From an optimization exercise on the open Yosys and OpenROAD flow, aimed at small area, a short achievable clock period and few clock cycles per item; shortcuts taken in it are not production practice. Only simulation tests tie the RTL to the original design; equivalence was not proved. Power is estimated from default activity; no workload was simulated.

$ cat flow/design.v
module sine_renderer (
  input  wire        clk,
  input  wire        rst,
  input  wire        cmd_valid,
  output wire        cmd_ready,
  input  wire [63:0] cmd_data,
  output wire        wr_valid,
  output wire [31:0] wr_addr,
  output wire        wr_size,
  output wire [31:0] wr_data,
  input  wire        wr_ready,
  input  wire        wr_resp_valid,
  input  wire        wr_resp_err,
  output reg  [2:0]  st_phase,
  output wire        st_done,
  output wire        st_fault,
  output reg  [3:0]  st_cause,
  output reg  [31:0] st_nsamp,
  output reg  [63:0] st_finfo
);
  localparam [31:0] PMOD      = 32'd2890137600;    
  localparam [31:0] PHALF     = 32'd1445068800;    
  localparam [31:0] PQUART    = 32'd722534400;     
  localparam [31:0] MAX_SAMP  = 32'd2147483626;    
  localparam        NIT       = 48;                
  localparam        ZFRAC     = 28;                
  localparam        XYFRAC    = 40;                
  localparam signed [56:0] X_INIT = 57'sd20030449891301057;  
  localparam [2:0] PH_READY = 3'd0, PH_TONE = 3'd1, PH_HEADER = 3'd2,
                   PH_DONE  = 3'd3, PH_FAULT = 3'd4;
  localparam [3:0] C_IOERR = 4'd1, C_ILLEGAL = 4'd2, C_OVERFLOW = 4'd3;
  localparam [2:0] S_READY = 3'd0, S_CALC = 3'd1, S_TWR = 3'd2, S_TRESP = 3'd3,
                   S_HWR   = 3'd4, S_HRESP = 3'd5, S_DONE = 3'd6, S_FAULT = 3'd7;
  reg  [2:0]  state;
  reg  [31:0] f_step;      
  reg  [21:0] n_samp;      
  reg  [21:0] idx;         
  reg  [31:0] phase;       
  reg  [3:0]  hidx;
  reg  [5:0]         it;       
  reg                it_load;  
  reg                neg;      
  reg  signed [56:0] cx, cy;
  reg  signed [58:0] cz;
  wire [3:0]  op      = cmd_data[63:60];
  wire [11:0] rsv     = cmd_data[59:48];
  wire [15:0] dur     = cmd_data[47:32];
  wire [31:0] freq    = cmd_data[31:0];
  wire is_tone   = (op == 4'd1) && (rsv == 12'd0) && (dur != 16'd0);
  wire is_finish = (cmd_data == 64'h2000_0000_0000_0000);
  wire [40:0] n_prod  = dur * 25'd23121101;
  wire [21:0] n_new   = n_prod[40:19];
  wire [32:0] nsum    = {1'b0, st_nsamp} + {11'd0, n_new};
  wire        overflow = nsum > {1'b0, MAX_SAMP};
  wire [31:0] f_mod   = (freq >= PMOD) ? (freq - PMOD) : freq;
  wire accept = cmd_valid && (state == S_READY);
  wire        fold_neg = (phase >= PHALF);
  wire [31:0] ph1      = fold_neg ? (phase - PHALF) : phase;
  wire [31:0] xfold    = (ph1 > PQUART) ? (PHALF - ph1) : ph1;
  wire [32:0] ph_add   = {1'b0, phase} + {1'b0, f_step};
  wire [31:0] ph_next  = (ph_add >= {1'b0, PMOD}) ? (ph_add[31:0] - PMOD) : ph_add[31:0];
  reg [58:0] atan_tab;
  always @(*) begin
    case (it)
      6'd0: atan_tab = 59'd96976925569843200;
      6'd1: atan_tab = 59'd57248822016857059;
      6'd2: atan_tab = 59'd30248705290428976;
      6'd3: atan_tab = 59'd15354715114474790;
      6'd4: atan_tab = 59'd7707153611044218;
      6'd5: atan_tab = 59'd3857333951834485;
      6'd6: atan_tab = 59'd1929137650382661;
      6'd7: atan_tab = 59'd964627691812243;
      6'd8: atan_tab = 59'd482321205244202;
      6'd9: atan_tab = 59'd241161522570943;
      6'd10: atan_tab = 59'd120580876280064;
      6'd11: atan_tab = 59'd60290452514387;
      6'd12: atan_tab = 59'd30145228053989;
      6'd13: atan_tab = 59'd15072614251594;
      6'd14: atan_tab = 59'd7536307153872;
      6'd15: atan_tab = 59'd3768153580445;
      6'd16: atan_tab = 59'd1884076790661;
      6'd17: atan_tab = 59'd942038395385;
      6'd18: atan_tab = 59'd471019197700;
      6'd19: atan_tab = 59'd235509598851;
      6'd20: atan_tab = 59'd117754799425;
      6'd21: atan_tab = 59'd58877399713;
      6'd22: atan_tab = 59'd29438699856;
      6'd23: atan_tab = 59'd14719349928;
      6'd24: atan_tab = 59'd7359674964;
      6'd25: atan_tab = 59'd3679837482;
      6'd26: atan_tab = 59'd1839918741;
      6'd27: atan_tab = 59'd919959371;
      6'd28: atan_tab = 59'd459979685;
      6'd29: atan_tab = 59'd229989843;
      6'd30: atan_tab = 59'd114994921;
      6'd31: atan_tab = 59'd57497461;
      6'd32: atan_tab = 59'd28748730;
      6'd33: atan_tab = 59'd14374365;
      6'd34: atan_tab = 59'd7187183;
      6'd35: atan_tab = 59'd3593591;
      6'd36: atan_tab = 59'd1796796;
      6'd37: atan_tab = 59'd898398;
      6'd38: atan_tab = 59'd449199;
      6'd39: atan_tab = 59'd224599;
      6'd40: atan_tab = 59'd112300;
      6'd41: atan_tab = 59'd56150;
      6'd42: atan_tab = 59'd28075;
      6'd43: atan_tab = 59'd14037;
      6'd44: atan_tab = 59'd7019;
      6'd45: atan_tab = 59'd3509;
      6'd46: atan_tab = 59'd1755;
      6'd47: atan_tab = 59'd877;
      default: atan_tab = 59'd0;
    endcase
  end
  wire signed [56:0] cx_sh = cx >>> it;
  wire signed [56:0] cy_sh = cy >>> it;
  wire               rot_pos = !cz[58];
  wire signed [56:0] cy_rnd  = cy + (57'sd1 <<< (XYFRAC - 1));
  wire signed [15:0] mag     = cy_rnd[XYFRAC+15:XYFRAC];
  wire signed [15:0] sample  = neg ? -mag : mag;
  wire [31:0] ds = {st_nsamp[30:0], 1'b0};
  reg  [31:0] h_addr;
  reg         h_size;
  reg  [31:0] h_val;
  always @(*) begin
    case (hidx)
      4'd0:    begin h_addr = 32'd0;  h_size = 1'b1; h_val = 32'h46464952;   end  
      4'd1:    begin h_addr = 32'd4;  h_size = 1'b1; h_val = ds + 32'd36;    end  
      4'd2:    begin h_addr = 32'd8;  h_size = 1'b1; h_val = 32'h45564157;   end  
      4'd3:    begin h_addr = 32'd12; h_size = 1'b1; h_val = 32'h20746D66;   end  
      4'd4:    begin h_addr = 32'd16; h_size = 1'b1; h_val = 32'd16;         end  
      4'd5:    begin h_addr = 32'd20; h_size = 1'b0; h_val = 32'd1;          end  
      4'd6:    begin h_addr = 32'd22; h_size = 1'b0; h_val = 32'd1;          end  
      4'd7:    begin h_addr = 32'd24; h_size = 1'b1; h_val = 32'd44100;      end  
      4'd8:    begin h_addr = 32'd28; h_size = 1'b1; h_val = 32'd88200;      end  
      4'd9:    begin h_addr = 32'd32; h_size = 1'b0; h_val = 32'd2;          end  
      4'd10:   begin h_addr = 32'd34; h_size = 1'b0; h_val = 32'd16;         end  
      4'd11:   begin h_addr = 32'd36; h_size = 1'b1; h_val = 32'h61746164;   end  
      default: begin h_addr = 32'd40; h_size = 1'b1; h_val = ds;             end  
    endcase
  end
  assign cmd_ready = (state == S_READY);
  assign wr_valid  = (state == S_TWR) || (state == S_HWR);
  assign st_done   = (st_phase == PH_DONE);
  assign st_fault  = (st_phase == PH_FAULT);
  wire in_header = (state == S_HWR) || (state == S_HRESP);
  assign wr_addr = in_header ? h_addr : (32'd44 + {st_nsamp[30:0], 1'b0});
  assign wr_size = in_header ? h_size : 1'b0;
  assign wr_data = in_header ? h_val  : {16'd0, sample};
  always @(posedge clk) begin
    if (rst) begin
      state    <= S_READY;
      st_phase <= PH_READY;
      st_cause <= 4'd0;
      st_finfo <= 64'd0;
      st_nsamp <= 32'd0;
      f_step   <= 32'd0;
      n_samp   <= 22'd0;
      idx      <= 22'd0;
      phase    <= 32'd0;
      hidx     <= 4'd0;
      it       <= 6'd0;
      it_load  <= 1'b0;
      neg      <= 1'b0;
      cx       <= 57'sd0;
      cy       <= 57'sd0;
      cz       <= 59'sd0;
    end else begin
      case (state)
        S_READY: if (accept) begin
          if (is_tone) begin
            if (overflow) begin
              state    <= S_FAULT;
              st_phase <= PH_FAULT;
              st_cause <= C_OVERFLOW;
              st_finfo <= cmd_data;
            end else begin
              f_step   <= f_mod;
              n_samp   <= n_new;
              idx      <= 22'd0;
              phase    <= 32'd0;
              it_load  <= 1'b1;
              state    <= S_CALC;
              st_phase <= PH_TONE;
            end
          end else if (is_finish) begin
            hidx     <= 4'd0;
            state    <= S_HWR;
            st_phase <= PH_HEADER;
          end else begin
            state    <= S_FAULT;
            st_phase <= PH_FAULT;
            st_cause <= C_ILLEGAL;
            st_finfo <= cmd_data;
          end
        end
        S_CALC: begin
          if (it_load) begin
            it_load <= 1'b0;
            it      <= 6'd0;
            neg     <= fold_neg;
            cx      <= X_INIT;
            cy      <= 57'sd0;
            cz      <= $signed({1'b0, xfold[29:0], {ZFRAC{1'b0}}});
          end else begin
            if (rot_pos) begin
              cx <= cx - cy_sh;
              cy <= cy + cx_sh;
              cz <= cz - $signed(atan_tab);
            end else begin
              cx <= cx + cy_sh;
              cy <= cy - cx_sh;
              cz <= cz + $signed(atan_tab);
            end
            if (it == NIT - 1) begin
              state <= S_TWR;
            end else begin
              it <= it + 6'd1;
            end
          end
        end
        S_TWR: if (wr_ready) state <= S_TRESP;
        S_TRESP: if (wr_resp_valid) begin
          if (wr_resp_err) begin
            state    <= S_FAULT;
            st_phase <= PH_FAULT;
            st_cause <= C_IOERR;
            st_finfo <= {32'd0, wr_addr};
          end else begin
            st_nsamp <= st_nsamp + 32'd1;
            if (idx + 22'd1 == n_samp) begin
              state    <= S_READY;
              st_phase <= PH_READY;
            end else begin
              idx     <= idx + 22'd1;
              phase   <= ph_next;
              it_load <= 1'b1;
              state   <= S_CALC;
            end
          end
        end
        S_HWR: if (wr_ready) state <= S_HRESP;
        S_HRESP: if (wr_resp_valid) begin
          if (wr_resp_err) begin
            state    <= S_FAULT;
            st_phase <= PH_FAULT;
            st_cause <= C_IOERR;
            st_finfo <= {32'd0, wr_addr};
          end else if (hidx == 4'd12) begin
            state    <= S_DONE;
            st_phase <= PH_DONE;
          end else begin
            hidx  <= hidx + 4'd1;
            state <= S_HWR;
          end
        end
        default: ;  
      endcase
    end
  end
endmodule
$ cat flow/run.sh
#!/bin/bash
# synth_recipe.tcl (not shown) runs the flow's synth.tcl, then flattens the netlist and writes it again
# the make line also repeats each setting of config.mk as NAME=value (left out here)
make -C /OpenROAD-flow-scripts/flow DESIGN_CONFIG=/design/flow/config.mk WORK_HOME=/design/flow/orfs CLKGATE_MAP_FILE= SYNTH_SCRIPT=/design/flow/synth_recipe.tcl finish
$ cat flow/config.mk
export PLATFORM = sky130hd
export DESIGN_NAME = sine_renderer
export DESIGN_NICKNAME = sine_renderer
export VERILOG_FILES = /design/flow/design.v
export SDC_FILE = /design/flow/constraint.sdc
export NUM_CORES = 4
export LEC_CHECK = 0
export CAP_MARGIN = 20
export CORE_MARGIN = 2
export CORE_UTILIZATION = 30
export PLACE_DENSITY = 0.5
export SLEW_MARGIN = 20
$ cat flow/constraint.sdc
create_clock -name core_clock -period 12.0 [get_ports {clk}]
set_input_delay 2.4000 -clock core_clock [delete_from_list [all_inputs] [get_ports {clk}]]
set_output_delay 2.4000 -clock core_clock [all_outputs]
set_load 0.01 [all_outputs]
==> results.toml <==
[cts]
cts_made_buffers = 66
clk_pin_slew_ns = 0.06
cts_root_buffer = "clkbuf_16"
post_cts_buffers = 0
cts_max_level = 3
ctsHoldBuffers = 0
clk_latency_ns = 0.73
cts.sinks = 454
cts_tree = "built"
clock_path_buffers = 3

[hold_path]
hold_class = "reg2reg"

[power]
p_sw_mw = 12.2
p_int_mw = 10.6
power_frac_clock_pct = 9.1
finalPower_mw = 22.8
power.density_nw_per_um2 = 349
p_seq_share_pct = 10.5
ir_drop_mv = 0.247
sw_frac_of_total_pct = 53.4
combPwrFrac_pct = 80.4
leakagePower_nw = 26.7

[setup_path]
max_stage_delay_ns = 0.63
crit_slowest_cell = "fa_2"
r2r_slack_ns = 2.47
critPathMostFrequentCell = "inv_1"
startpoint_type = "primary input"
worstSetupPathType = "in2reg"
worstPathArrival_ns = 12.11
end_kind = "flop"
critical_path.max_fanout = 37
cp.required_ns = 12.62

[detailed_routing]
ant_nets = 0
routed-wl-met2_um = 118000
routedWlPerCell_um = 25.4
first_pass_iters = 8
wl_met1_um = 107000
dr.first_iter.drc_count = 5927
wl_um = 254000
top_layer = "met5"
vias_per_cell = 5.87
drc = 0
wl_met3_um = 15600
num_vias = 58900

[floorplan]
start_util_pct = 30.2
die_x_um = 439
num_rows = 159
dieArea_um2 = 193000
core_area_um2 = 188000
io_pins = 242
fp.dieH_um = 439

[place]
port-buffer-count = 238
dp_cells = 9907
dp_hpwl_um = 196000
place_congestion = 1.03

[yosys]
synthArstFlopShare_pct = 0
netlist_area_um2 = 56700
synth_edf_count = 0
ys.warnings.count = 1
synth-seq-area-share_pct = 16.0
yosysUniqueCellTypes = 110
synth_area_per_cell_um2 = 7.76
synthFlopType = "dfxtp_1"
synthCells = 7313
ys_ff_latch = 454

[layout]
area_delta_synth_final_pct = 15.0
finalNonFillerCells = 10000
fillCellCount = 19900
nets = 8086
drive_above_1_share_pct = 10.7

[global_route]
grtUsageTotal_pct = 25.4
grt_max_degree = 171
grt_first_pass_wirelength_um = 375000
antenna_found_initial = 9
grt_pass1_vias = 56300
overflow = 0

[sta]
finalHoldWorstSlack_ns = 0.461
finalCritPeriodShare_pct = 95.7
tightest_slew_ns = 1.24
period_minus_slack_ns = 11.49
skew_ns = 0.0586
relSlewSlack_pct = 16.6
hold_viol = 0
clock.fmax_ghz = 0.0871
slew_viol_final = 0
rsz0062_at_grt = "no"
final-setup-viol-count = 0

[flow_run]
maxCapViolations = 0

[status]
status = "timing/DRC/antenna clean"
## placed cells by master, fill, tap and decap left out, types with 70 or more instances in the layout
master	instances
nor3_1	142
xor2_1	224
a21o_1	153
clkdlybuf4s50_1	237
and3_1	85
nand3_1	237
a31oi_1	104
clkbuf_16	70
nand4_1	75
mux2_2	96
ha_1	432
xnor2_1	297
a21oi_1	631
inv_1	358
nor2b_1	75
o21ai_0	404
dfxtp_1	446
nor2_1	731
mux4_2	143
a22oi_1	103
fa_1	102
nand2_1	541
buf_4	333
mux2i_1	213
## stage by stage
| step | TNS, ns | util [%] | worst slack [ns] | area [um^2] |
|---|---|---|---|---|
| 2_1_floorplan | 0 | - | 0.575 | 56700 |
| 6_report | 0 | 34.7 | 0.514 | 65200 |
| 4_1_cts | 0 | 34.7 | 0.0685 | 65100 |
| 5_1_grt | 0 | 34.7 | 0.000924 | 65200 |
| 3_3_place_gp | -93.48 | 33.5 | -0.774 | 62900 |
| 3_5_place_dp | -111.46 | 33.5 | -0.791 | 62900 |
## layer usage
layer,track usage [%],up-vias
met5,0,-
met4,11.9,2
met3,3.34,518
met2,41.8,2310
met1,32.6,28700
li1,-,27400
## power by group through the flow
stage	sequential, mW	clock [mW]	combinational [mW]
floorplan	2.18	0	12.4
global placement	2.41	0	17.9
detailed placement	2.41	0	18.0
CTS	2.39	2.12	18.1
global route	2.43	2.17	20.0
finish	2.39	2.06	18.3
## critical path, delay by kind of cell
kind                     cells  cell delay (ns)
XOR/XNOR                     1             0.19
AO/OA/AOI/OAI               11             2.16
AND/OR/NAND/NOR              9             2.00
adder cells (fa/ha/maj)      9             3.88
buffers and inverters       11             1.44
## synth_stat cells, drive strengths merged (56+ instances only)
master / instances / area [um^2]
or3: 60 / 375
a21oi: 633 / 3170
nand2b: 65 / 407
nand4: 75 / 469
nor4: 63 / 400
nor3: 144 / 737
a21o: 153 / 1150
mux2: 100 / 1130
a31oi: 105 / 657
nand2: 542 / 2040
and2: 63 / 394
nor2b: 75 / 469
nand3: 239 / 1200
inv: 365 / 1370
and3: 86 / 538
fa: 103 / 2060
a211oi: 68 / 510
a22oi: 103 / 773
o21a: 62 / 465
buf: 152 / 851
mux2i: 214 / 2140
xor2: 224 / 1960
mux4: 155 / 3540
o22ai: 56 / 350
clkbuf: 334 / 1250
nor2: 738 / 2770
o21ai: 414 / 2070
dfxtp: 454 / 9090
xnor2: 297 / 2600
ha: 433 / 5420
## cells by family after synthesis
kind of cell	Yosys count	synth area share [%]
AND/OR/NAND/NOR	2297	19.4
other	1	0.00661
adder cells (fa/ha/maj)	536	13.2
multiplexers	469	12.0
XOR/XNOR	522	8.09
AO/OA/AOI/OAI	2180	25.2
buffers and inverters	854	6.15
flip-flops	454	16.0
## final timing paths
path | from | end | cells past startpoint
setup / recovery | cmd_data[37] | st_finfo[51] | 41
hold reg to reg | st_finfo[33] | st_finfo[33] | 2
setup reg to reg | it[3] | cy[56] | 23
hold / removal | st_finfo[33] | st_finfo[33] | 2
## flip-flops by register name (all words and copies together), names as in the netlist
signal,flops
st_finfo,64
cz,59
atan_tab,57
cx,57
cy,57
f_step,32
phase,32
st_nsamp,32
idx,22
n_samp,22
it,6
hidx,4
st_phase,3
state,3
st_cause,2
it_load,1
neg,1
## cell type report
cell class,count,area (um^2),share of cell area (%)
multi-input cells,6007,44300,67.9
flip-flops and latches,454,9110,14.0
repair buffers,583,5110,7.83
well taps,2495,3120,4.79
clock buffers,99,1950,2.99
inverters,368,1380,2.12
clock inverters,21,239,0.366
diodes,5,12.5,0.0192
## timing repair
item                       CTS  global route
pin swaps                    0             3
resized for setup            1            20
setup endpoints to repair   61           179
Testbench counts, summed over its fixed seeds: cycles 3,904,931, items 76,561.

-- port drivers added, routing unchanged --
Ports are ideal in the flow. The routed layout listed here was re-timed in OpenROAD.
Step 1 assumes that a clkbuf_16 drives the clock port and a buf_2 every other input.
Step 2, shift: input delay + t, output delay - t, t = (earliest + latest rising clock arrival at the registers) / 2. This alone moves slack from input paths to output paths.
Slacks: ideal / step 1 / step 2; pairs: ideal / step 1.
t (ns): 0.782
setup slack, ns: 0.514 / 0.574 / -0.208
hold WS [ns]: 0.461 / 0.461 / 0.461
cell pins on the clock port's net: 1
With both steps, setup timing fails in this run, where it was met with ideal ports. For this run, drivers alone change the setup slack by +0.060 ns; drivers and shift together by -0.722 ns.
